What follows belongs to an exercise in optimizing a design on an open flow for small area, a short achievable clock period and few clock cycles; a production flow would make more cautious choices.
In this exercise RTL edits were held to simulation tests only and were not proved equivalent to the original.
Power and IR drop assume default switching activity.

**flow/run.sh**
```bash
#!/bin/bash
# synth_recipe.tcl (not shown) runs the flow's synth.tcl, then flattens the netlist and writes it again
# the make line also repeats each setting of config.mk as NAME=value (left out here)
make -C /OpenROAD-flow-scripts/flow DESIGN_CONFIG=/design/flow/config.mk WORK_HOME=/design/flow/orfs CLKGATE_MAP_FILE= SYNTH_SCRIPT=/design/flow/synth_recipe.tcl finish
```
**flow/design.v**
```verilog
module ma_filter (
  input  wire         clk,
  input  wire         rst,         
  input  wire         cmd_valid,
  output wire         cmd_ready,
  input  wire         cmd_push,    
  input  wire [7:0]   cmd_n,       
  input  wire [31:0]  ts_in,       
  input  wire [127:0] in_data,     
  output reg          done,
  output reg  [1:0]   err,         
  output reg  [31:0]  ts_out,
  output reg  [127:0] out,         
  output reg  [255:0] num,         
  output reg  [39:0]  den,         
  output wire [13:0]  stat         
);
  localparam [15:0] SENT = 16'h8000;
  localparam [2:0] S_IDLE = 3'd0,
                   S_ACC  = 3'd1,
                   S_PREP = 3'd2,
                   S_DIV  = 3'd3,
                   S_DONE = 3'd4;
  localparam [1:0] E_OK = 2'd0, E_BAD_WINDOW = 2'd1, E_NOT_CONFIGURED = 2'd2;
  reg [2:0] state;
  reg [3:0] n_r;
  reg [3:0] widx_r;
  reg [3:0] seen_r;
  reg       tsv_r;
  reg [127:0] ring_v  [0:14];
  reg [31:0]  ring_ts [0:14];
  reg [3:0] wslot;       
  reg [3:0] k;           
  reg [3:0] cnt;         
  reg       steady_p;    
  reg signed [21:0] acc_num [0:7];
  reg [4:0]         acc_den [0:7];
  reg [20:0] dvd  [0:7];   
  reg [6:0]  rem  [0:7];
  reg [5:0]  dvsr [0:7];
  reg [4:0]  bitn;
  integer c, s;
  assign cmd_ready = (state == S_IDLE);
  assign stat = {(n_r != 4'd0) && (seen_r == n_r), tsv_r, seen_r, widx_r, n_r};
  wire       accept  = cmd_valid && cmd_ready;
  wire       n_ok    = (cmd_n >= 8'd3) && (cmd_n <= 8'd15) && cmd_n[0];
  wire [3:0] half_n  = (n_r - 4'd1) >> 1;
  wire [3:0] seen_nx = (seen_r == n_r) ? n_r : seen_r + 4'd1;
  wire [3:0] age_slot = (wslot >= k) ? (wslot - k) : (wslot + n_r - k);
  wire [3:0] mid_slot = (wslot >= half_n) ? (wslot - half_n) : (wslot + n_r - half_n);
  wire       w2 = !steady_p || ((k != 4'd0) && (k != n_r - 4'd1));
  reg [15:0] x;
  reg [21:0] mag;
  reg [6:0]  rtry;
  always @(posedge clk) begin
    done <= 1'b0;
    if (rst) begin
      state  <= S_IDLE;
      n_r    <= 4'd0;
      widx_r <= 4'd0;
      seen_r <= 4'd0;
      tsv_r  <= 1'b0;
      err    <= E_OK;
      ts_out <= 32'd0;
      out    <= {8{SENT}};
      num    <= 256'd0;
      den    <= 40'd0;
    end else begin
      case (state)
        S_IDLE: begin
          if (accept) begin
            if (!cmd_push) begin
              done <= 1'b1;
              if (!n_ok) begin
                err <= E_BAD_WINDOW;
              end else begin
                err    <= E_OK;
                n_r    <= cmd_n[3:0];
                widx_r <= 4'd0;
                seen_r <= 4'd0;
                tsv_r  <= 1'b0;
                for (s = 0; s < 15; s = s + 1) begin
                  ring_v[s]  <= {8{SENT}};
                  ring_ts[s] <= 32'd0;
                end
                ts_out <= 32'd0;
                out    <= {8{SENT}};
                num    <= 256'd0;
                den    <= 40'd0;
              end
            end else if (n_r == 4'd0) begin
              done <= 1'b1;
              err  <= E_NOT_CONFIGURED;
            end else begin
              ring_v[widx_r]  <= in_data;
              ring_ts[widx_r] <= ts_in;
              wslot    <= widx_r;
              widx_r   <= (widx_r == n_r - 4'd1) ? 4'd0 : widx_r + 4'd1;
              seen_r   <= seen_nx;
              tsv_r    <= (seen_nx > half_n);
              cnt      <= seen_nx;
              steady_p <= (seen_nx == n_r);
              k        <= 4'd0;
              for (c = 0; c < 8; c = c + 1) begin
                acc_num[c] <= 22'sd0;
                acc_den[c] <= 5'd0;
              end
              state <= S_ACC;
            end
          end
        end
        S_ACC: begin
          for (c = 0; c < 8; c = c + 1) begin
            x = ring_v[age_slot][16*c +: 16];
            if (x != SENT) begin
              if (w2) begin
                acc_num[c] <= acc_num[c] + {{5{x[15]}}, x, 1'b0};
                acc_den[c] <= acc_den[c] + 5'd2;
              end else begin
                acc_num[c] <= acc_num[c] + {{6{x[15]}}, x};
                acc_den[c] <= acc_den[c] + 5'd1;
              end
            end
          end
          k <= k + 4'd1;
          if (k == cnt - 4'd1)
            state <= S_PREP;
        end
        S_PREP: begin
          ts_out <= ring_ts[mid_slot];
          for (c = 0; c < 8; c = c + 1) begin
            mag = acc_num[c][21] ? -acc_num[c] : acc_num[c];
            dvd[c]  <= {mag[19:0], 1'b0} + {16'd0, acc_den[c]};
            dvsr[c] <= {acc_den[c], 1'b0};
            rem[c]  <= 7'd0;
          end
          bitn  <= 5'd0;
          state <= S_DIV;
        end
        S_DIV: begin
          for (c = 0; c < 8; c = c + 1) begin
            rtry = {rem[c][5:0], dvd[c][20]};
            if (rtry >= {1'b0, dvsr[c]}) begin
              rem[c] <= rtry - {1'b0, dvsr[c]};
              dvd[c] <= {dvd[c][19:0], 1'b1};
            end else begin
              rem[c] <= rtry;
              dvd[c] <= {dvd[c][19:0], 1'b0};
            end
          end
          bitn <= bitn + 5'd1;
          if (bitn == 5'd20)
            state <= S_DONE;
        end
        S_DONE: begin
          for (c = 0; c < 8; c = c + 1) begin
            if (acc_den[c] == 5'd0)
              out[16*c +: 16] <= SENT;
            else if (acc_num[c][21])
              out[16*c +: 16] <= -dvd[c][15:0];
            else
              out[16*c +: 16] <= dvd[c][15:0];
            num[32*c +: 32] <= {{10{acc_num[c][21]}}, acc_num[c]};
            den[5*c +: 5]   <= acc_den[c];
          end
          err   <= E_OK;
          done  <= 1'b1;
          state <= S_IDLE;
        end
        default: state <= S_IDLE;
      endcase
    end
  end
endmodule
```
**flow/config.mk**
```make
export PLATFORM = sky130hd
export DESIGN_NAME = ma_filter
export DESIGN_NICKNAME = ma_filter
export VERILOG_FILES = /design/flow/design.v
export SDC_FILE = /design/flow/constraint.sdc
export NUM_CORES = 4
export LEC_CHECK = 0
export CAP_MARGIN = 20
export CORE_MARGIN = 2
export CORE_UTILIZATION = 40
export SLEW_MARGIN = 20
```
**flow/constraint.sdc**
```tcl
create_clock -name core_clock -period 8.0 [get_ports {clk}]
set_input_delay 1.6000 -clock core_clock [delete_from_list [all_inputs] [get_ports {clk}]]
set_output_delay 1.6000 -clock core_clock [all_outputs]
set_load 0.01 [all_outputs]
```
==> results.sh <==
export IMPL_status="no timing/DRC/antenna violations"
export IMPL_use_met1_pct=36.0
export IMPL_grt_ovfl_total=0
export IMPL_areaGrowthSynthToFinish_pct=14.2
export IMPL_use_met2_pct=41.0
export IMPL_clockBufferDepth=4
export IMPL_worstSetupPathType="reg2reg"
export IMPL_startpoint_type="flip-flop"
export IMPL_viasPerCell=5.96
export IMPL_fillCellCount=39900
export IMPL_synth_distinct_cells=98
export IMPL_drive_gt1_share_pct=7.24
export IMPL_max_freq_mhz=137
export IMPL_yosysWarningCount=6
export IMPL_min_period_ps=7320
export IMPL_synthTopCellsByArea="edfxtp_1, and3_1, dfxtp_1"
export IMPL_insertion_delay_ps=1010
export IMPL_synth_async_sr_flop_share_pct=0
export IMPL_vdd_ir_drop_max_mv=0.172
export IMPL_clk_transition_reported_paths_ps=60
export IMPL_cts_hold_fix_buffers=0
export IMPL_fin_nets=16900
export IMPL_cts_sinks=3445
export IMPL_portBuffers=645
export IMPL_firstDrtPassIters=6
export IMPL_cp_end_kind="flip-flop"
export IMPL_yosys_area_top_type="edfxtp_1"
export IMPL_syn_area_sq_mm=0.178
export IMPL_p_leak_nw=82.1
export IMPL_grt_busiest_layer="met2"
export IMPL_grt_pass1_wl_um=886000
export IMPL_syn_inst=16400
export IMPL_root_buffer="clkbuf_16"
export IMPL_chipHeight_um=670
export IMPL_wl_per_cell_um=26.9
export IMPL_wirelength_um=605000
export IMPL_drtIter0Drc=14400
export IMPL_yosysSeqAreaShare_pct=56.0
export IMPL_drt_antenna_violating_nets=0
export IMPL_vias=134000
export IMPL_hold_class="reg2reg"
export IMPL_drc=0
export IMPL_fin_util_pct=45.9
export IMPL_coreArea_sq_mm=0.442
export IMPL_synth_top_area_share_pct=51.6
export IMPL_maxSlewHeadroom_pct=19.2
export IMPL_place_hpwl_um=365000
export IMPL_postSynthAreaPerCell_sq_um=10.8
export IMPL_ios=646
export IMPL_start_util_pct=40.2
export IMPL_rows=244
export IMPL_synthesis_nets=17100
export IMPL_grt_met3_usage_pct=5.03
export IMPL_gp_congestion=0.863
export IMPL_maxSlewViolCount=0
export IMPL_grt_pass1_vias=128000
export IMPL_finalHoldViolations=0
export IMPL_critPathRequiredTime_ps=8680
export IMPL_grt_max_degree=217
export IMPL_tightest_slew_ps=1200
export IMPL_skew_ps=90.9
export IMPL_finalSetupViolCount=0
export IMPL_fin_setup_tns_ps=0
export IMPL_die_area_sq_mm=0.449
export IMPL_dieWidth_um=670
export IMPL_synth_edf_count=3050
export IMPL_rsz0062_at_grt="false"
export IMPL_multi_input_area_sq_mm=0.0715
export IMPL_ys_seq_elements=3445
export IMPL_grt_total_usage_pct=25.9
export IMPL_cts_buffers=382
export IMPL_htree_num_levels=5
export IMPL_cts_resized_gates=0
export IMPL_seq_area_sq_mm=0.0995
export IMPL_worstPathMaxFanout=45
export IMPL_fin_crit_sh_pct=91.5
export IMPL_arrival_ps=8000
export IMPL_drv_cap=0
export IMPL_cts_tree="done"
export IMPL_synth_flop_cell="edfxtp_1"
export IMPL_p_per_area_mw_per_mm2=189
export IMPL_post_cts_buffers=0
export IMPL_grt_antenna_before_repair=93
-- logic make-up (layout without fill, tap and decap cells) --
kind of cell | after synthesis | count (layout) | share of synthesized area [%]
simple gates | 6864 | 6864 | 20.7
flops | 3445 | 3445 | 56.0
compound gates | 2935 | 2935 | 11.3
buf+inv | 1838 | 1993 | 4.12
xor+xnor | 649 | 649 | 3.22
fa+ha+maj | 483 | 483 | 3.56
mux | 195 | 195 | 1.16
other cells | 0 | 44 | 0
-- placed cells by master, fill, tap and decap left out, drive strengths merged, types with 53 or more instances in the layout --
cell type	count
nand3	380
mux2	92
nor4	173
ha	446
a211oi	851
mux2i	103
a211o	55
o31ai	102
nor3	145
a2111oi	53
clkdlybuf4s50	644
xor2	261
xnor2	386
nor2b	71
buf	402
nand4	130
dfxtp	395
inv	259
a311oi	75
and3	2934
nand2b	213
a31oi	110
and2	188
edfxtp	3050
nor2	943
nand2	1433
clkbuf	480
o21ai	447
a21oi	518
clkinv	164
a22oi	338
a21o	105
or3	72
-- layout make-up --
cell class,instances,share of cell area (%)
timing repair buffer,1047,5.33
multi-input combinational,11100,35.3
inverter,246,0.455
clock buffer,479,5.15
antenna,44,0.0543
sequential,3445,49.1
clock inverter,221,1.04
tap,5904,3.64
-- sequential cells by signal, summed over array words and instances, names as in the netlist, 5 cells and up --
name,count
ring_v,2048
ring_ts,512
acc_num,176
bitn,5
dvsr,40
den,40
acc_den,40
num,176
ts_out,32
out,128
dvd,168
rem,48
-- per-layer routing --
metal  routed length (um)  vias to the layer above
li1                     -                    61000
met1               261000                    66900
met2               275000                     5403
met3                51200                      844
met4                17600                       40
met5                  227                        -
-- per-stage QoR --
| step | instances | setup WS, ps | total power [mW] | area (sq um) | hold WS (ps) |
|---|---|---|---|---|---|
| 2_1_floorplan | 16400 | 1.56 | 20.3 | 178000 | 476 |
| 3_3_place_gp | 21800 | 843 | 20.8 | 190000 | 443 |
| 3_5_place_dp | 21800 | 875 | 20.8 | 190000 | 447 |
| 4_1_cts | 22500 | 869 | 38.5 | 203000 | 455 |
| 5_1_grt | 22500 | 255 | 39.3 | 203000 | 473 |
| 6_report | 22500 | 679 | 38.3 | 203000 | 452 |
-- final timing paths --
path / depth (start not counted) / slack, ps / startpoint / endpoint
worst max-delay path: 23 / 680 / n_r[0]$_SDFFE_PP0P_ / acc_num[6][20]$_SDFFCE_PN0P_
worst min-delay path: 2 / 450 / ts_out[25]$_SDFFE_PP0P_ / ts_out[25]$_SDFFE_PP0P_
worst max register to register: 23 / 680 / n_r[0]$_SDFFE_PP0P_ / acc_num[6][20]$_SDFFCE_PN0P_
worst min register to register: 2 / 450 / ts_out[25]$_SDFFE_PP0P_ / ts_out[25]$_SDFFE_PP0P_
-- critical path: stages (launching register included) --
cell and delay [ps]:
dfxtp_1 410, ha_1 280, fa_1 380, xor2_1 250, ha_1 340, a21oi_1 170, o21ai_0 110, xnor2_1 200
xnor2_1 130, a221oi_4 850, buf_12 400, mux2_2 540, ha_1 260, inv_1 80, fa_1 220, nor2b_1 70
o31ai_1 370, a21o_1 210, a21oi_1 80, nor4b_1 510, o31ai_1 200, a41oi_1 410, nor4_1 90, a211o_1 240
-- power breakdown --
| part | total (mW) | internal, mW | switching (mW) |
|---|---|---|---|
| clock network | 17.9 | 10.4 | 7.51 |
| registers | 19.3 | 19.3 | 0.0148 |
| logic | 1.07 | 0.347 | 0.725 |
-- synth_stat cells (75+ instances only) --
| cell | number |
|---|---|
| a211oi_1 | 850 |
| a21o_1 | 105 |
| a21oi_1 | 518 |
| a22oi_1 | 338 |
| a311oi_1 | 75 |
| a31oi_1 | 110 |
| and2_1 | 185 |
| and3_1 | 2934 |
| buf_1 | 86 |
| buf_4 | 83 |
| clkbuf_1 | 1348 |
| dfxtp_1 | 395 |
| edfxtp_1 | 3050 |
| ha_1 | 446 |
| inv_1 | 244 |
| mux2_2 | 92 |
| mux2i_1 | 103 |
| nand2_1 | 1433 |
| nand2b_1 | 212 |
| nand3_1 | 380 |
| nand4_1 | 130 |
| nor2_1 | 943 |
| nor3_1 | 143 |
| nor4_1 | 170 |
| o21ai_0 | 442 |
| o31ai_1 | 101 |
| xnor2_1 | 386 |
| xor2_1 | 261 |
Testbench counts, summed over its fixed seeds: cycles 76,156.

-- what the ideal ports hide --
The results above use ideal ports. As a check the final layout listed here was re-extracted and re-timed, cells and wires unchanged. Step 1 assumes that a clkbuf_16 drives the clock port and a buf_2 every other input. Step 2 also shifts input and output timing later by t, the mid clock arrival at the registers, as if the neighbouring blocks saw the same clock. Three values: no drivers, after step 1, after step 2; two values: the first two.
shift t [ns]: 1.089
setup slack, ns: 0.679 / 0.679 / 0.679
latest minus earliest clock arrival (ns): 0.093 / 0.093
slew at the worst register clock pin (ns): 0.07 / 0.07
cell pins on the clock port's net: 1
After both steps setup and hold are still met in this run. The setup slack of this run moves by 0.000 ns with the drivers and by 0.000 ns with both steps.
